This design comes from an exercise in tuning for small area, a short achievable clock period and few clock cycles per item on the open sky130 flow, not from production work.
Where RTL was checked, it was by simulation tests only, not by an equivalence proof against the original.
No activity file was given, so power comes from the tool's default toggle rates.

// tfv_frontend
module tfv_frontend (
    input              clk,
    input              rst,             
    input              start,           
    input              clear,           
    input      [7:0]   codec_sel,       
    input      [1:0]   transport_sel,   
    input      [31:0]  buf_len,         
    output             mem_req,
    output     [10:0]  mem_addr,
    input              mem_gnt,
    input      [7:0]   mem_rdata,
    output     [1:0]   state,           
    output     [3:0]   err_code,
    output     [7:0]   err_detail,
    output     [31:0]  err_offset,
    output     [63:0]  err_expected,
    output     [63:0]  err_actual,
    output     [15:0]  crc_result,
    output     [7:0]   rec_count,
    output     [31:0]  rec_size,
    output             dg_valid,
    output     [15:0]  dg_packet_id,
    output     [7:0]   dg_seq_id,
    output     [15:0]  dg_decl_len,
    output     [119:0] dev_id
);
For scale: ~2200 cells after synthesis, about 250 flip-flops, roughly 460 I/O pins.
export LEC_CHECK = 0
export CAP_MARGIN = 20
export CORE_MARGIN = 2
export CORE_UTILIZATION = 40
export SETUP_SLACK_MARGIN = 3.0
export SLEW_MARGIN = 20
create_clock -name core_clock -period 6.0 [get_ports {clk}]
run.sh (not shown) runs the stock make flow with config.mk's settings and CLKGATE_MAP_FILE= SYNTH_SCRIPT=/design/flow/synth_recipe.tcl, a recipe that flattens the netlist after the stock synthesis.
Next try:
--- a/flow/design.v
+++ b/flow/design.v
@@ -159,26 +159,23 @@
                 fe_ok = 1'b1;
         end else if (rm != 8'd0) begin
             fe_code = E_REC_COUNT; fe_sub = 2'd2;
         end else
             fe_ok = 1'b1;
     end
     wire [10:0] pbase = dg ? 11'd23 : 11'd8;
-    wire [11:0] nx_p1 = nx + 12'd1;     
-    wire [11:0] nx_p2 = nx + 12'd2;     
-    wire [11:0] nx_m3 = nx - 12'd3;     
-    wire [11:0] nx_m4 = nx - 12'd4;     
-    reg  [11:0] nadd;
+    reg  [11:0] nk;
     always @* begin
         case (code)
-        E_CHECKSUM:  nadd = nx_m3;
-        E_REC_COUNT: nadd = dg ? nx_p1 : nx_m4;
-        default:     nadd = dg ? nx_p2 : nx_p1;
+        E_CHECKSUM:  nk = 12'hFFD;                        
+        E_REC_COUNT: nk = dg ? 12'h001 : 12'hFFC;         
+        default:     nk = dg ? 12'h002 : 12'h001;         
         endcase
     end
+    wire [11:0] nadd  = nx + nk;
     wire [11:0] nr    = {ra11, ra};    
     wire [1:0]  plen2 = dg ? nx[1:0] - 2'd1 : nx[1:0] + 2'd1;
     wire [32:0] lexp  = {1'b0, dg ? 16'd0 : sr[31:16], sr[15:0]} + (dg ? 33'd2 : 33'd12);
     reg [10:0] off;
     reg [32:0] exp_v;
     reg [31:0] act_v;
     always @* begin
Result:
- die area came out lower by 0.86%
- hold slack gets worse by 3.6 ps
- design area came out lower by 2.2%
- worst setup slack gets better by 95 ps
- combinational power came out higher by about 4%
- flip-flop and latch count stays the same
- power came out higher by 2.5%
- maximum frequency came out higher by 3.1%
- global-route usage came out lower by 5.1 points
- first-iteration DRC count came out lower by 29%
- clock power came out higher by about 5%
- via count came out lower by 7.7%
- utilization came out lower by 0.98 points
- cell count came out lower by 3.6%
Testbench counts after the change, summed over its fixed seeds: cycles 62,792, frames 384.
The RTL of the first run of this note was laid out without a check of its function.

---

## north
Another version of the RTL of tfv_frontend (not shown whole).
For scale: about 2,200 cells after synthesis, roughly 260 flip-flops, roughly 0.019 mm2 of cells after synthesis.
## tfv_frontend
module tfv_frontend (
    input              clk,
    input              rst,             
    input              start,           
    input              clear,           
    input      [7:0]   codec_sel,       
    input      [1:0]   transport_sel,   
    input      [31:0]  buf_len,         
    output             mem_req,
    output     [10:0]  mem_addr,
    input              mem_gnt,
    input      [7:0]   mem_rdata,
    output     [1:0]   state,           
    output     [3:0]   err_code,
    output     [7:0]   err_detail,
    output     [31:0]  err_offset,
    output     [63:0]  err_expected,
    output     [63:0]  err_actual,
    output     [15:0]  crc_result,
    output     [7:0]   rec_count,
    output     [31:0]  rec_size,
    output             dg_valid,
    output     [15:0]  dg_packet_id,
    output     [7:0]   dg_seq_id,
    output     [15:0]  dg_decl_len,
    output     [119:0] dev_id
);
clock: 6.0 ns
lec_check: 0
cap_margin: 20
core_margin: 2
core_utilization: 40
setup_slack_margin: 3.0
slew_margin: 20
standard.sh (not shown) runs the stock make flow with config.mk's settings and CLKGATE_MAP_FILE= SYNTH_SCRIPT=/design/flow/synth_recipe.tcl, a recipe that flattens the netlist after the stock synthesis.
==> flow/flow/run.sh <==
#!/bin/bash
export BUFFER_PORTS_ARGS="-buffer_cell sky130_fd_sc_hd__buf_1"
bash standard.sh > standard.log 2>&1
The following lists how south was set up differently from north:
--- a/flow/design.v
+++ b/flow/design.v
@@ -60,26 +60,22 @@
     reg [10:0]  q;
     reg [7:0]   rm;
     reg [3:0]   dcnt;
     reg         dact;
     reg         ep;            
     reg         ep2;           
     reg         c1;            
     reg         ra11;          
     reg  [1:0]  kc;            
     reg         n2ne;          
     reg         tz;            
-    reg         pz;            
-    reg         plen;          
-    reg         pidl;          
-    reg         pcrc;          
     reg         fin;           
     reg         cbad;          
     reg [3:0]   code;
     reg [1:0]   sub;           
     reg [1:0]   det;           
     function [15:0] crc8;
         input [15:0] c;
         input [7:0]  b;
         reg   [7:0]  t;
         reg          p;
         begin
@@ -129,28 +125,29 @@
             if (ra == 11'd1)       rk = K_LEN;
             else if (ra == 11'd4)  rk = K_PRE;
             else if (ra == 11'd7)  rk = K_IDL;
             else if (ra == 11'd22) rk = K_LAST;
         end
     end
     wire take = rq && mem_gnt;
     wire        proc  = (st == ST_BUSY) && dv && !ep && !fin;
     wire [7:0]  rd    = mem_rdata;
     wire [31:0] low   = {sr[23:0], rd};
     wire [12:0] nm11  = {1'b0, nx} - 13'd11;
-    wire        len_eq = plen && (rd == (dg ? nx[7:0] : nm11[7:0]));
+    wire        len_eq = dg ? (low[15:0] == {4'd0, nx})
+                            : (!nm11[12] && low == {20'd0, nm11[11:0]});
     wire [8:0]  dsh   = {rm, q[10]};
     wire        dfit  = dsh >= {1'b0, n1};
     wire [8:0]  dsub  = dsh - {1'b0, n1};
     wire        plen_lt3 = dg ? (nx < 12'd24) : (nx < 12'd14);
-    wire        cb_now   = !dg && !(tz && pcrc && rd == crc[7:0]);
+    wire        cb_now   = !dg && !(tz && low[15:0] == crc);
     wire        n2_bad   = !dg && !cm && n2ne;
     wire        fe_cb    = fin ? cbad : cb_now;
     wire        fe_nm    = fin ? nm : (nm || n2_bad);
     reg         fe_ok;
     reg  [3:0]  fe_code;
     reg  [1:0]  fe_sub;
     always @* begin
         fe_ok   = 1'b0;
         fe_code = 4'd0;
         fe_sub  = 2'd0;
         if (fe_cb) begin
@@ -337,44 +334,39 @@
                     code <= fe_code;
                     sub  <= fe_sub;
                     if (fe_code == E_CHECKSUM)
                         kc <= 2'd2;
                     else if (fe_code == E_REC_COUNT && fe_sub == 2'd0)
                         kc <= dg ? 2'd0 : 2'd3;
                 end
             end else if (proc) begin
                 srn <= {srn[135:0], ~rd};
                 n2ne <= (sr[23:16] != n1);
                 tz   <= (sr[15:0] == 16'd0);
-                pz   <= ({sr[15:0], rd} == 24'd0);
-                plen <= dg ? (rd == {4'd0, nx[11:8]})
-                           : (!nm11[12] && {sr[15:0], rd} == {12'd0, nm11[11:8]});
-                pidl <= (rd == 8'd0);
-                pcrc <= (rd == (dc ? crc8(crc, sr[23:16]) >> 8 : crc >> 8));
                 if (dc)
                     crc <= crc8(crc, sr[23:16]);
                 case (dk)
                 K_LEN: begin
                     if (!len_eq) begin
                         code <= E_LENGTH; ep <= 1'b1; rq <= 1'b0;
                     end else if (dg && nx < 12'd21) begin
                         code <= E_TOO_SHORT; sub <= 2'd1; ep <= 1'b1; rq <= 1'b0;
                     end
                 end
                 K_PRE: begin
-                    if (dg ? (rd != 8'd1) : !(pz && rd == 8'd0)) begin
+                    if (dg ? (rd != 8'd1) : (low != 32'd0)) begin
                         code <= dg ? E_MARKER : E_PREAMBLE; ep <= 1'b1; rq <= 1'b0;
                     end
                 end
                 K_IDL: begin
-                    if (!(pidl && rd == 8'd15)) begin
+                    if (low[15:0] != 16'd15) begin
                         code <= E_DEVID_LEN; ep <= 1'b1; rq <= 1'b0;
                     end
                 end
                 K_CODEC: begin
                     if (rd != codec_r) begin
                         cm <= 1'b1; rm <= rd;
                     end
                 end
                 K_N1: begin
                     n1 <= rd;
                     if (rd != 8'd0 && !cm) begin
Findings:
Die area went down slightly going from north to south. Of north and south, south shows the lower relative area of non-clock buffer cells in the final design, with north above it. Number of standard-cell rows in the floorplan came out lower on south than on north. Compared with north, in south fraction of met1 tracks used by global routing +0.72 points, data arrival time at the worst-slack endpoint -0.16 ns. In south, the combinational power came out 19% below the value in north. Against north, south comes in 1.8% lower on footprint of the multi-input gates. Compared with north, south shows first-pass GRT wire length that has gone up slightly. south vs north: slack of the worst reg-to-reg path down. Minimum setup slack in the final design for south: 0.020 ns down relative to north.
No functional check of the RTL was part of any run of this note.

[separate check: timing with driven ports]
Ports are ideal in the flow. The routed layouts listed here were re-timed in OpenROAD. Step 1, drivers: a clkbuf_16 drives clk and a buf_2 each remaining input, both assumed. Step 2, shift: input delay + t, output delay - t, t = (earliest + latest rising clock arrival at the registers) / 2. This alone moves slack from input paths to output paths. Three values: no drivers, after step 1, after step 2; two values: the first two.
| run | t (ns) | setup slack, ns | pins driven straight from the clock port |
|---|---|---|---|
| the first run of note 1 | 0.644 | 2.809 / 2.809 / 2.333 | 1 |
| the second run of note 1 | 0.648 | 2.905 / 2.847 / 2.388 | 1 |
| north | 0.657 | 2.949 / 2.949 / 2.343 | 1 |
| south | 0.651 | 2.929 / 2.921 / 2.474 | 1 |
After both steps setup and hold are still met in every run listed. For north, which loses most, drivers alone change the setup slack by 0.000 ns; drivers and shift together by -0.606 ns.
